Source: an optimization exercise on an open RTL-to-GDS flow (aim: small area, a short achievable clock period and few clock cycles per item). Production flows keep margins and buffers that such runs may drop.
Function was checked by simulation only, so behaviour that the tests miss may differ from the original.
Power and IR drop assume default switching activity.

==> branch lagoon: inputs <==
// pixel_packer
module pixel_packer #(
    parameter OUTBUF_BYTES = 128
) (
    input  wire        clk,
    input  wire        rst,           
    input  wire        req_valid,
    output wire        req_ready,
    input  wire        req_sp,        
    input  wire        req_we,        
    input  wire [29:0] req_addr,
    input  wire [31:0] req_wdata,
    output reg         resp_valid,
    output reg  [31:0] resp_rdata,
    output wire        irq
);
    localparam [1:0] ST_IDLE  = 2'd0;
    localparam [1:0] ST_BUSY  = 2'd1;
    localparam [1:0] ST_DONE  = 2'd2;
    localparam [1:0] ST_ERROR = 2'd3;
    localparam [5:0] O_CTRL      = 6'h00;
    localparam [5:0] O_STATUS    = 6'h01;
    localparam [5:0] O_MODE      = 6'h02;
    localparam [5:0] O_WIDTH     = 6'h03;
    localparam [5:0] O_HEIGHT    = 6'h04;
    localparam [5:0] O_PLANES    = 6'h05;
    localparam [5:0] O_PAL_LEN   = 6'h06;
    localparam [5:0] O_INTEN     = 6'h07;
    localparam [5:0] O_OUT_LEN   = 6'h08;
    localparam [5:0] O_ERR_POS   = 6'h09;
    localparam [5:0] O_ERR_RGB   = 6'h0A;
    localparam [5:0] O_POS       = 6'h0B;
    localparam [5:0] O_ACC       = 6'h0C;
    localparam [5:0] O_CAPS      = 6'h0D;
    localparam [5:0] O_PIXEL     = 6'h18;
    localparam [5:0] O_ROW_END   = 6'h19;
    localparam [5:0] O_FRAME_END = 6'h1A;
    function [4:0] enc3;
        input [2:0] bw;
        input [2:0] rd;
        reg [4:0] t0, t1, t2;
        begin
            t0 = bw[0] ? 5'd1 : rd[0] ? 5'd2 : 5'd0;
            t1 = bw[1] ? 5'd3 : rd[1] ? 5'd6 : 5'd0;
            t2 = bw[2] ? 5'd9 : rd[2] ? 5'd18 : 5'd0;
            enc3 = t0 + t1 + t2;
        end
    endfunction
    function [5:0] dec3;
  ...
clock: 12.0 ns
lec_check: 0
abc_clock_period_in_ps: 3000
cap_margin: 20
core_margin: 2
core_utilization: 40
cts_cluster_diameter: 80
cts_cluster_size: 20
slew_margin: 20
standard.sh (not shown) runs the stock make flow with config.mk's settings and CLKGATE_MAP_FILE= SYNTH_SCRIPT=/design/flow/synth_recipe.tcl, a recipe that flattens the netlist after the stock synthesis.
==> flow/flow/run.sh <==
#!/bin/bash
# The standard layout (the standard.sh: ORFS synthesis to finish), with
# two changes to how it is made:
# - repair_timing is asked for extra setup slack at the design's 12 ns
#   clock, so that the resizer keeps working on paths well below the period;
# - every input and output port still gets its buffer from buffer_ports, but
#   a buf_4 rather than the small delay cell it picks by default.
set -e
export SETUP_SLACK_MARGIN=8.5
export BUFFER_PORTS_ARGS="-buffer_cell sky130_fd_sc_hd__buf_4"
bash standard.sh > standard.log 2>&1
==> branch cedar: changes against branch lagoon <==
--- a/flow/design.v
+++ b/flow/design.v
@@ -32,40 +32,79 @@
     localparam [5:0] O_ACC       = 6'h0C;
     localparam [5:0] O_CAPS      = 6'h0D;
     localparam [5:0] O_PIXEL     = 6'h18;
     localparam [5:0] O_ROW_END   = 6'h19;
     localparam [5:0] O_FRAME_END = 6'h1A;
     function [4:0] enc3;
         input [2:0] bw;
         input [2:0] rd;
-        reg [4:0] t0, t1, t2;
-        begin
-            t0 = bw[0] ? 5'd1 : rd[0] ? 5'd2 : 5'd0;
-            t1 = bw[1] ? 5'd3 : rd[1] ? 5'd6 : 5'd0;
-            t2 = bw[2] ? 5'd9 : rd[2] ? 5'd18 : 5'd0;
-            enc3 = t0 + t1 + t2;
-        end
+        case ({bw, rd})
+            6'b000000: enc3 = 5'd0;
+            6'b000001: enc3 = 5'd2;
+            6'b000010: enc3 = 5'd6;
+            6'b000011: enc3 = 5'd8;
+            6'b000100: enc3 = 5'd18;
+            6'b000101: enc3 = 5'd20;
+            6'b000110: enc3 = 5'd24;
+            6'b000111: enc3 = 5'd26;
+            6'b001000: enc3 = 5'd1;
+            6'b001010: enc3 = 5'd7;
+            6'b001100: enc3 = 5'd19;
+            6'b001110: enc3 = 5'd25;
+            6'b010000: enc3 = 5'd3;
+            6'b010001: enc3 = 5'd5;
+            6'b010100: enc3 = 5'd21;
+            6'b010101: enc3 = 5'd23;
+            6'b011000: enc3 = 5'd4;
+            6'b011100: enc3 = 5'd22;
+            6'b100000: enc3 = 5'd9;
+            6'b100001: enc3 = 5'd11;
+            6'b100010: enc3 = 5'd15;
+            6'b100011: enc3 = 5'd17;
+            6'b101000: enc3 = 5'd10;
+            6'b101010: enc3 = 5'd16;
+            6'b110000: enc3 = 5'd12;
+            6'b110001: enc3 = 5'd14;
+            6'b111000: enc3 = 5'd13;
+            default: enc3 = 5'd0;
+        endcase
     endfunction
     function [5:0] dec3;
         input [4:0] v;
-        reg [4:0] r;
-        reg [2:0] bw, rd;
-        begin
-            r = v;
-            bw[2] = 1'b0; rd[2] = 1'b0;
-            if (r >= 5'd18)     begin rd[2] = 1'b1; r = r - 5'd18; end
-            else if (r >= 5'd9) begin bw[2] = 1'b1; r = r - 5'd9;  end
-            bw[1] = 1'b0; rd[1] = 1'b0;
-            if (r >= 5'd6)      begin rd[1] = 1'b1; r = r - 5'd6; end
-            else if (r >= 5'd3) begin bw[1] = 1'b1; r = r - 5'd3; end
-            bw[0] = (r == 5'd1);
-            rd[0] = (r == 5'd2);
-            dec3 = {rd, bw};
-        end
+        case (v)
+            5'd0: dec3 = 6'b000000;
+            5'd1: dec3 = 6'b000001;
+            5'd2: dec3 = 6'b001000;
+            5'd3: dec3 = 6'b000010;
+            5'd4: dec3 = 6'b000011;
+            5'd5: dec3 = 6'b001010;
+            5'd6: dec3 = 6'b010000;
+            5'd7: dec3 = 6'b010001;
+            5'd8: dec3 = 6'b011000;
+            5'd9: dec3 = 6'b000100;
+            5'd10: dec3 = 6'b000101;
+            5'd11: dec3 = 6'b001100;
+            5'd12: dec3 = 6'b000110;
+            5'd13: dec3 = 6'b000111;
+            5'd14: dec3 = 6'b001110;
+            5'd15: dec3 = 6'b010100;
+            5'd16: dec3 = 6'b010101;
+            5'd17: dec3 = 6'b011100;
+            5'd18: dec3 = 6'b100000;
+            5'd19: dec3 = 6'b100001;
+            5'd20: dec3 = 6'b101000;
+            5'd21: dec3 = 6'b100010;
+            5'd22: dec3 = 6'b100011;
+            5'd23: dec3 = 6'b101010;
+            5'd24: dec3 = 6'b110000;
+            5'd25: dec3 = 6'b110001;
+            5'd26: dec3 = 6'b111000;
+            default: dec3 = 6'd0;
+        endcase
     endfunction
     reg  [1:0]  state;
     reg         dropped;
     reg  [1:0]  err_kind;
     reg  [2:0]  err_detail;
     reg  [1:0]  mode;
     reg  [15:0] width;
     reg  [15:0] height;
==> flow/flow/run.sh (replaced) <==
#!/bin/bash
# The standard layout (the standard.sh: ORFS synthesis to finish), with
# two changes to how it is made:
# - repair_timing is asked for extra setup slack at the design's 12 ns
#   clock, so that the resizer keeps working on paths well below the period;
# - every input and output port still gets its buffer from buffer_ports, but
#   a buf_2 rather than the small delay cell it picks by default.
set -e
export SETUP_SLACK_MARGIN=8.5
export BUFFER_PORTS_ARGS="-buffer_cell sky130_fd_sc_hd__buf_2"
bash standard.sh > standard.log 2>&1
==> flow/config.mk (replaced) <==
export PLATFORM = sky130hd
export DESIGN_NAME = pixel_packer
export DESIGN_NICKNAME = pixel_packer
export VERILOG_FILES = /design/flow/design.v
export SDC_FILE = /design/flow/constraint.sdc
export NUM_CORES = 4
export LEC_CHECK = 0
export ABC_CLOCK_PERIOD_IN_PS = 3000
export CAP_MARGIN = 20
export CORE_MARGIN = 2
export CORE_UTILIZATION = 65
export CTS_CLUSTER_DIAMETER = 80
export CTS_CLUSTER_SIZE = 20
export SLEW_MARGIN = 20
==> key figures <==
Status
  – Status: timing/DRC/antenna clean

Route
  – Via density: approximately 7.5

Place
  – Setup WS pre-CTS: 7580 ps

Synthesis
  – Post-synth top cells: edfxtp_1, a22oi_1, dfxtp_1
  – Post-Synth XOR/XNOR Area: 3.27%

Pwr
  – Sequential share of power: 63.3%

Global routing
  – GR Util All Layers: 45.2%

Finish
  – Antenna Cells: 4
  – Layout area overhead: 10.2%

STA
  – Clock Skew: 38.9 ps
The numbers above come from branch cedar.

==> key figures <==
Synthesis
  – Post-Synth XOR/XNOR Area: 3.33%
  – Post-synth top cells: edfxtp_1, a22oi_1, dfxtp_1

Global routing
  – GR Util All Layers: 29.0%

Finish
  – Layout area overhead: 16.4%
  – Antenna Cells: 2

STA
  – Clock Skew: roughly 71 ps

Status
  – Status: timing/DRC/antenna clean

Place
  – Setup WS pre-CTS: 5600 ps
The numbers above come from branch lagoon.

Testbench counts of branch lagoon, summed over its fixed seeds: cycles 22,353, pixels 14,924.
Testbench counts of branch cedar, summed over its fixed seeds: cycles 22,353, pixels 14,924.

separate check: timing with driven ports:
The flow's constraints put no driver on any port. The routed layouts listed below were extracted and timed again, unchanged, in two steps.
Step 1 (the two cells are an assumption about what drives the block):
set clk [get_ports {clk}]
set_driving_cell -lib_cell sky130_fd_sc_hd__clkbuf_16 $clk
set_driving_cell -lib_cell sky130_fd_sc_hd__buf_2 [delete_from_list [all_inputs] $clk]
Step 2 adds t to the input delays and takes it off the output delays; t is the mean of the earliest and latest rising clock arrival at the registers after step 1. Input paths then give back, and output paths get back, about the clock's delay inside the block.
Three values: ideal ports, drivers, drivers and shift; two values: the first two.
run	t, ns	setup slack, ns	worst hold slack (ns)	worst slew at a driven data input, ns	cell pins on the clock port's net
branch lagoon	0.805	7.021 / 7.021 / 7.021	0.330 / 0.330 / 0.330	0.05	1
branch cedar	0.762	8.352 / 8.283 / 7.948	0.327 / 0.327 / 0.327	0.05	1
After both steps every run listed still meets setup and hold. The setup slack of branch cedar, which loses most, moves by -0.069 ns with the drivers and by -0.404 ns with both steps.
